This is an optimization exercise on Yosys and OpenROAD, whose aim is small area, a short achievable clock period and few clock cycles, not a production implementation.
Function was checked by simulation only, so behaviour that the tests miss may differ from the original.

==> inputs of run a <==
## gfce
module gfce (
    input  wire        clk,
    input  wire        rst,
    input  wire        cmd_valid,
    input  wire [63:0] cmd_data,
    output wire        cmd_rsp_valid,
    output wire [63:0] cmd_rsp_data,
    input  wire        cfg_valid,
    input  wire [63:0] cfg_data,
    output wire        cfg_rsp_valid,
    output wire [63:0] cfg_rsp_data,
    output wire        mem_rd_en,
    output wire [31:0] mem_rd_addr,
    input  wire [7:0]  mem_rd_data,
    output wire        mem_wr_en,
    output wire [31:0] mem_wr_addr,
    output wire [7:0]  mem_wr_data
);
    localparam OP_STRMCFG   = 8'h01;
    localparam OP_STRMFREE  = 8'h02;
    localparam OP_NEGOTIATE = 8'h03;
    localparam OP_PROCESS   = 8'h04;
    localparam OP_CONFIGURE = 8'h05;
    localparam OP_RBSET     = 8'h06;
    localparam OP_RBGET     = 8'h07;
    localparam OP_RBADVR    = 8'h08;
    localparam OP_RBADVW    = 8'h09;
    localparam OP_GETST     = 8'h0A;
    localparam OP_GETGAIN   = 8'h0B;
    localparam RC_OK       = 3'd0;
    localparam RC_UNSUP    = 3'd1;
    localparam RC_NOTRES   = 3'd2;
    localparam RC_BADCMD   = 3'd3;
    localparam RC_BADARG   = 3'd4;
    localparam RC_BADRING  = 3'd5;
    integer i;
    reg        rst_q;
    reg        cv, fv;
    reg [63:0] cq;
    reg        f_legal, f_a_bad;
    reg [2:0]  f_ch;
    reg [30:0] f_gain;
    always @(posedge clk) begin
        rst_q <= rst;
        cv    <= cmd_valid & ~rst;
        fv    <= cfg_valid & ~rst;
        cq    <= cmd_data;
        f_legal <= (cfg_data[63:56] == OP_CONFIGURE) && (cfg_data[47:32] == 16'd0);
        f_a_bad <= cfg_data[55:51] != 5'd0;
        f_ch    <= cfg_data[50:48];
        f_gain  <= cfg_data[30:0] | {31{cfg_data[31]}};
    end
    reg [30:0] gain [0:7];        
    reg [30:0] act  [0:7];        
    reg        act_z;
    reg [3:0]  channels;
    reg [1:0]  src_fmt, sink_fmt;
    reg        resolved;
    reg [31:0] r_addr [0:1];
    reg [31:0] r_end  [0:1];
    reg [31:0] r_rptr [0:1];
    reg [31:0] r_wptr [0:1];
    reg        running;           
    reg        adv_busy;          
    reg [1:0]  adv_st;            
    reg        adv_fin;           
    reg        adv_ring, adv_w;
    wire [32:0] adv_sum;          
    reg [32:0] adv_d;             
  ...
Settings: LEC_CHECK=0, CAP_MARGIN=20, CORE_MARGIN=2, CORE_UTILIZATION=55, CTS_BUF_LIST=sky130_fd_sc_hd__clkbuf_16 sky130_fd_sc_hd__clkbuf_8, CTS_CLUSTER_DIAMETER=80, CTS_CLUSTER_SIZE=30, PLACE_DENSITY=0.7, SLEW_MARGIN=20; clock period 30.0 ns.
standard.sh (not shown) runs the stock make flow with config.mk's settings and CLKGATE_MAP_FILE= SYNTH_SCRIPT=/design/flow/synth_recipe.tcl, a recipe that flattens the netlist after the stock synthesis.
==> flow/flow/run.sh <==
#!/bin/bash
# Layout: the standard flow (standard.sh, with its unchanged standard
# synthesis) with two layout choices:
#  - the port buffers are sky130_fd_sc_hd__buf_2 instead of the default pick
#    (a slow delay buffer);
set -euo pipefail
bash standard.sh \
  "BUFFER_PORTS_ARGS=-buffer_cell sky130_fd_sc_hd__buf_2" \
  "SETUP_SLACK_MARGIN=23.0" \
  finish > standard.log 2>&1
==> inputs of run b, as changes to run a <==
--- a/flow/design.v
+++ b/flow/design.v
@@ -33,25 +33,19 @@
     localparam RC_BADCMD   = 3'd3;
     localparam RC_BADARG   = 3'd4;
     localparam RC_BADRING  = 3'd5;
     integer i;
     reg        rst_q;
     reg        cv, fv;
-    reg [63:0] cq;
-    reg        f_legal, f_a_bad;
-    reg [2:0]  f_ch;
-    reg [30:0] f_gain;
+    reg [63:0] cq, fq;
     always @(posedge clk) begin
         rst_q <= rst;
         cv    <= cmd_valid & ~rst;
         fv    <= cfg_valid & ~rst;
         cq    <= cmd_data;
-        f_legal <= (cfg_data[63:56] == OP_CONFIGURE) && (cfg_data[47:32] == 16'd0);
-        f_a_bad <= cfg_data[55:51] != 5'd0;
-        f_ch    <= cfg_data[50:48];
-        f_gain  <= cfg_data[30:0] | {31{cfg_data[31]}};
+        fq    <= cfg_data;
     end
     reg [30:0] gain [0:7];        
     reg [30:0] act  [0:7];        
     reg        act_z;
     reg [3:0]  channels;
     reg [1:0]  src_fmt, sink_fmt;
@@ -62,31 +56,30 @@
     reg [31:0] r_wptr [0:1];
     reg        running;           
     reg        adv_busy;          
     reg [1:0]  adv_st;            
     reg        adv_fin;           
     reg        adv_ring, adv_w;
-    wire [32:0] adv_sum;          
-    reg [32:0] adv_d;             
+    reg [32:0] adv_sum;
+    reg [32:0] adv_d;
     reg [5:0]  adv_cnt;
     reg        crv, frv;
     reg [2:0]  crc;
     reg [31:0] crd;
     reg        fr3, fr4;
     reg        rd_en, wr_en;
     reg [7:0]  wr_data;
     reg        rd_act;
     reg [1:0]  rd_pos;
     reg [2:0]  rd_ch;
-    wire [31:0] rd_frm = adv_d[31:0];    
+    reg [31:0] rd_frm;            
     reg        v1, bv;
     reg [7:0]  bq;
     reg [1:0]  mac_j;
     reg [2:0]  mac_ch;
     reg [39:0] acc;
-    assign adv_sum = acc[32:0];
     reg        sticky;
     reg        fin;
     reg [23:0] wr_sr;
     reg [1:0]  wr_left;
     assign mem_rd_en     = rd_en;
     assign mem_rd_addr   = r_rptr[0];
@@ -94,36 +87,12 @@
     assign mem_wr_addr   = r_wptr[1];
     assign mem_wr_data   = wr_data;
     assign cmd_rsp_valid = crv;
     assign cmd_rsp_data  = {24'd0, 5'd0, crc, crd};
     assign cfg_rsp_valid = frv;
     assign cfg_rsp_data  = {24'd0, 5'd0, fr4, fr3, fr3, 32'd0};
-    function [31:0] dec32;           
-        input [31:0] a;
-        reg          k;
-        integer      n;
-        begin
-            k = 1'b1;
-            for (n = 0; n < 32; n = n + 1) begin
-                dec32[n] = a[n] ^ k;
-                k = k & ~a[n];
-            end
-        end
-    endfunction
-    function lt32;                   
-        input [31:0] a;
-        input [31:0] b;
-        reg          k;
-        integer      n;
-        begin
-            k = 1'b0;
-            for (n = 0; n < 32; n = n + 1)
-                k = (~a[n] & b[n]) | (~(a[n] ^ b[n]) & k);
-            lt32 = k;
-        end
-    endfunction
     function cmd_legal;
         input [63:0] w;
         reg [7:0] op, a, b, rsv;
         reg [31:0] imm;
         begin
             op  = w[63:56];
@@ -193,15 +162,18 @@
         if (chk_busy) begin
             fs_ring  = chk_ring;
             fs_field = (chk_step == 3'd0) ? 2'd0 : ((chk_step[2] | chk_step[1] & chk_step[0]) ? 2'd3 : 2'd2);
         end else if (adv_busy) begin
             fs_ring  = adv_ring;
             fs_field = 2'd1;
+        end else if (is_adv) begin
+            fs_ring  = c_a[0];
+            fs_field = {1'b1, c_op[0]};
         end else begin
             fs_ring  = c_a[0];
-            fs_field = c_op[3] ? {1'b1, c_op[0]} : c_b[1:0];
+            fs_field = c_b[1:0];
         end
         case (fs_field)
             2'd0:    ring_field = r_addr[fs_ring];
             2'd1:    ring_field = r_end[fs_ring];
             2'd2:    ring_field = r_rptr[fs_ring];
             default: ring_field = r_wptr[fs_ring];
@@ -238,16 +210,19 @@
         end else if (is_getgain) begin
             if (a_ch_bad || c_b > 8'd2) dec_code = RC_BADARG;
             else dec_data = {1'b0, gain_field};
         end
     end
     wire c_later = do_adv | (do_proc & proc_run) | do_rbset;
+    wire f_legal = cmd_legal(fq) && (fq[63:56] == OP_CONFIGURE);
+    wire f_a_bad = fq[55:48] > 8'd7;
     wire do_fconf = fv & f_legal & ~f_a_bad;
     wire [30:0] c_gain = c_imm[30:0] | {31{c_imm[31]}};
+    wire [30:0] f_gain = fq[30:0] | {31{fq[31]}};
     wire [30:0] gbus   = (do_fconf ? f_gain : c_gain) & {31{~rst_q}};
-    wire [2:0]  gsel   = do_fconf ? f_ch : c_a[2:0];
+    wire [2:0]  gsel   = do_fconf ? fq[50:48] : c_a[2:0];
     wire        gwr    = do_fconf | do_conf;
     always @(posedge clk) begin
         for (i = 0; i < 8; i = i + 1) begin
             if (rst_q || (gwr && gsel == i[2:0]))
                 gain[i] <= gbus;
             if (do_proc)
@@ -316,13 +291,12 @@
             au_y   = adv_d;
         end
     end
     wire [33:0] au_out  = {1'b0, au_x} + {1'b0, au_y ^ {33{au_sub}}} + {33'd0, au_sub};
     wire        au_ge   = au_out[33];           
     wire        adv_last = adv_busy & adv_fin;
-    wire        adv_swe  = do_adv | (adv_busy & ((adv_st == 2'd0) | ((adv_st == 2'd3) & au_ge)));
     wire [31:0] adv_res  = au_out[31:0];
     always @(posedge clk) begin
         if (rst) begin
             adv_busy <= 1'b0;
         end else if (do_adv) begin
             adv_busy <= 1'b1;
@@ -331,29 +305,36 @@
         end
         if (do_adv) begin
             adv_ring <= c_a[0];
             adv_w    <= c_op[0];
             adv_st   <= 2'd0;
             adv_fin  <= 1'b0;
+            adv_sum  <= au_out[32:0];
             adv_cnt  <= 6'd0;
         end else if (adv_busy) begin
             case (adv_st)
             2'd0: begin
+                adv_sum <= au_out[32:0];
                 adv_st  <= 2'd1;
             end
             2'd1: begin
+                adv_d   <= au_out[32:0];
                 adv_st  <= 2'd2;
             end
             2'd2: begin
                 if (au_ge && !adv_d[32]) begin
+                    adv_d   <= {adv_d[31:0], 1'b0};
                     adv_cnt <= adv_cnt + 6'd1;
                 end else begin
                     adv_st  <= 2'd3;
                 end
             end
             default: begin
+                if (au_ge)
+                    adv_sum <= au_out[32:0];
+                adv_d   <= {1'b0, adv_d[32:1]};
                 adv_cnt <= adv_cnt - 6'd1;
                 if (adv_cnt == 6'd0)
                     adv_fin <= 1'b1;
             end
             endcase
         end
@@ -382,32 +363,22 @@
             rd_act <= rd_act_n;
             rd_en  <= rd_act_n && (rd_pos_n <= rd_lastb);
         end
         rd_pos <= rd_pos_n;
         if (do_proc) begin
             rd_ch  <= 3'd0;
+            rd_frm <= c_imm;
         end else if (rd_act && rd_slot_end) begin
             if (rd_ch_end) begin
                 rd_ch  <= 3'd0;
+                rd_frm <= rd_frm - 32'd1;
             end else begin
                 rd_ch  <= rd_ch + 3'd1;
             end
         end
     end
-    always @(posedge clk) begin
-        if (do_proc)
-            adv_d <= {1'b0, c_imm};
-        else if (rd_act && rd_slot_end && rd_ch_end)
-            adv_d <= {1'b0, dec32(rd_frm)};
-        else if (adv_busy && adv_st == 2'd1)
-            adv_d <= au_out[32:0];
-        else if (adv_busy && adv_st == 2'd2 && au_ge && !adv_d[32])
-            adv_d <= {adv_d[31:0], 1'b0};
-        else if (adv_busy && adv_st == 2'd3)
-            adv_d <= {1'b0, adv_d[32:1]};
-    end
     wire        mac_first = mac_j == 2'd0;
     wire        mac_last  = mac_j == mac_lastb;
     wire        mac_use   = bv && (mac_j <= mac_lastb);
     reg  [30:0] mac_m;
     wire signed [8:0]  mac_b = {mac_last & bq[7], bq};
     wire signed [40:0] mac_p = mac_b * $signed({1'b0, mac_m});
@@ -436,14 +407,12 @@
                 mac_m  <= g_rd;
             end
         end
         if (mac_use) begin
             acc    <= mac_sum;
             sticky <= mac_first ? 1'b0 : (sticky | (acc[7:0] != 8'd0));
-        end else if (adv_swe) begin
-            acc    <= {7'd0, au_out[32:0]};
         end
     end
     wire        cv_neg = acc[39];
     wire        cv_in1 = acc[6] & (~cv_neg | sticky | (acc[5:0] != 6'd0));
     wire [8:0]  cv_t   = {1'b0, acc[14:7]} + {8'd0, cv_in1};
     reg  [32:0] cv_q;
@@ -516,38 +485,42 @@
         else if (do_proc && proc_run)
             running <= 1'b1;
         else if (proc_done)
             running <= 1'b0;
     end
     wire [31:0] wbus = (adv_busy ? adv_res : c_imm) & {32{~rst_q}};
-    wire [31:0] rp0_inc = r_rptr[0] + {31'd0, rd_en};
-    wire [31:0] rp0_nxt = (rd_en && rp0_inc == r_end[0]) ? r_addr[0] : rp0_inc;
-    wire [31:0] wp1_inc = r_wptr[1] + {31'd0, wr_en};
-    wire [31:0] wp1_nxt = (wr_en && wp1_inc == r_end[1]) ? r_addr[1] : wp1_inc;
-    wire rp0_set = rst_q || (do_rbset && !c_a[0] && c_b[1:0] == 2'd2) ||
-                   (adv_last && !adv_ring && !adv_w);
-    wire wp1_set = rst_q || (do_rbset && c_a[0] && c_b[1:0] == 2'd3) ||
-                   (adv_last && adv_ring && adv_w);
+    wire [31:0] rp0_inc = r_rptr[0] + 32'd1;
+    wire [31:0] rp0_nxt = (rp0_inc == r_end[0]) ? r_addr[0] : rp0_inc;
+    wire [31:0] wp1_inc = r_wptr[1] + 32'd1;
+    wire [31:0] wp1_nxt = (wp1_inc == r_end[1]) ? r_addr[1] : wp1_inc;
     always @(posedge clk) begin
         for (i = 0; i < 2; i = i + 1) begin
             if (rst_q || (do_rbset && c_a[0] == i[0] && c_b[1:0] == 2'd0))
                 r_addr[i] <= wbus;
             if (rst_q || (do_rbset && c_a[0] == i[0] && c_b[1:0] == 2'd1))
                 r_end[i] <= wbus;
         end
-        r_rptr[0] <= rp0_set ? wbus : rp0_nxt;
+        if (rd_en)
+            r_rptr[0] <= rp0_nxt;
+        else if (rst_q || (do_rbset && !c_a[0] && c_b[1:0] == 2'd2) ||
+                 (adv_last && !adv_ring && !adv_w))
+            r_rptr[0] <= wbus;
         if (rst_q || (do_rbset && c_a[0] && c_b[1:0] == 2'd2) ||
             (adv_last && adv_ring && !adv_w))
             r_rptr[1] <= wbus;
         if (rst_q || (do_rbset && !c_a[0] && c_b[1:0] == 2'd3) ||
             (adv_last && !adv_ring && adv_w))
             r_wptr[0] <= wbus;
-        r_wptr[1] <= wp1_set ? wbus : wp1_nxt;
+        if (wr_en)
+            r_wptr[1] <= wp1_nxt;
+        else if (rst_q || (do_rbset && c_a[0] && c_b[1:0] == 2'd3) ||
+                 (adv_last && adv_ring && adv_w))
+            r_wptr[1] <= wbus;
     end
     wire [31:0] chk_b   = chk_step[0] ? addr_r : r_end[chk_ring];
-    wire        chk_lt  = lt32(ring_field, chk_b);
+    wire        chk_lt  = ring_field < chk_b;
     wire        chk_ok  = chk_step[0] ? ~chk_lt : chk_lt;
     wire        chk_end = chk_busy && chk_step == 3'd4;
     always @(posedge clk) begin
         if (rst)
             chk_busy <= 1'b0;
         else if (do_rbset)
==> flow/run.sh (new file) <==
#!/bin/bash
# synth_recipe.tcl (not shown) runs the flow's synth.tcl, then flattens the netlist and writes it again
# the make line also repeats each setting of config.mk as NAME=value (left out here)
make -C /OpenROAD-flow-scripts/flow DESIGN_CONFIG=/design/flow/config.mk WORK_HOME=/design/flow/orfs CLKGATE_MAP_FILE= SYNTH_SCRIPT=/design/flow/synth_recipe.tcl finish
Settings changed: CORE_UTILIZATION 55 to 40, CTS_BUF_LIST sky130_fd_sc_hd__clkbuf_16 sky130_fd_sc_hd__clkbuf_8 to not set, CTS_CLUSTER_DIAMETER 80 to not set, CTS_CLUSTER_SIZE 30 to not set, PLACE_DENSITY 0.7 to not set.
removed: flow/flow/run.sh
removed: flow/standard.sh
==> results.cfg <==
[run_status]
status = finished clean

[power]
cellLeakagePower_nw = 28.8
ir_drop_mv = 0.0444

[synthesis]
synth_xor_xnor_area_share = 0.0366
synth_top_area_share = 0.412

[route]
wl_met3_mm = 17.1

[sta]
finalCritPeriodShare = 0.279

[placed_design]
post_dp_cell_area_um2 = 72000

[floorplanning]
core_um2 = 167000

[clock_network]
htreeDepth = 4
Source of the figures above: run b

==> results.cfg <==
[sta]
finalCritPeriodShare = 0.243

[power]
ir_drop_mv = 0.0570
top_power_group = registers
cellLeakagePower_nw = 27.2

[synthesis]
synth_xor_xnor_area_share = 0.0375
synth_top_area_share = 0.376

[route]
wl_met3_mm = 27.2

[run_status]
status = finished clean

[clock_network]
holdBufCountCts = 0

[floorplanning]
core_um2 = 114000
Source of the figures above: run a

Testbench counts of run a, summed over its fixed seeds: cycles 135,742.
Testbench counts of run b, summed over its fixed seeds: cycles 135,742.

static timing again, ports no longer ideal:
How much do the figures lean on ideal ports? The routed layouts below were timed once more, with nothing changed but the port constraints.
Step 1 sets driving cells, clkbuf_16 on the clock port and buf_2 on the other inputs (assumed; they add their load-dependent delay and slew).
Step 2 moves the port delays by t, midway between the first and last clock arrival at a register: inputs arrive t later, outputs are due t later. That takes back most of the time a late clock gives input paths.
Slacks: no drivers / after step 1 / after step 2; pairs: no drivers / after step 1.
| run | shift t [ns] | setup slack, ns | latest minus earliest clock arrival (ns) |
|---|---|---|---|
| run a | 0.807 | 22.718 / 22.642 / 22.809 | 0.108 / 0.107 |
| run b | 0.874 | 21.636 / 21.549 / 22.093 | 0.029 / 0.028 |
After both steps every run listed still meets setup and hold.
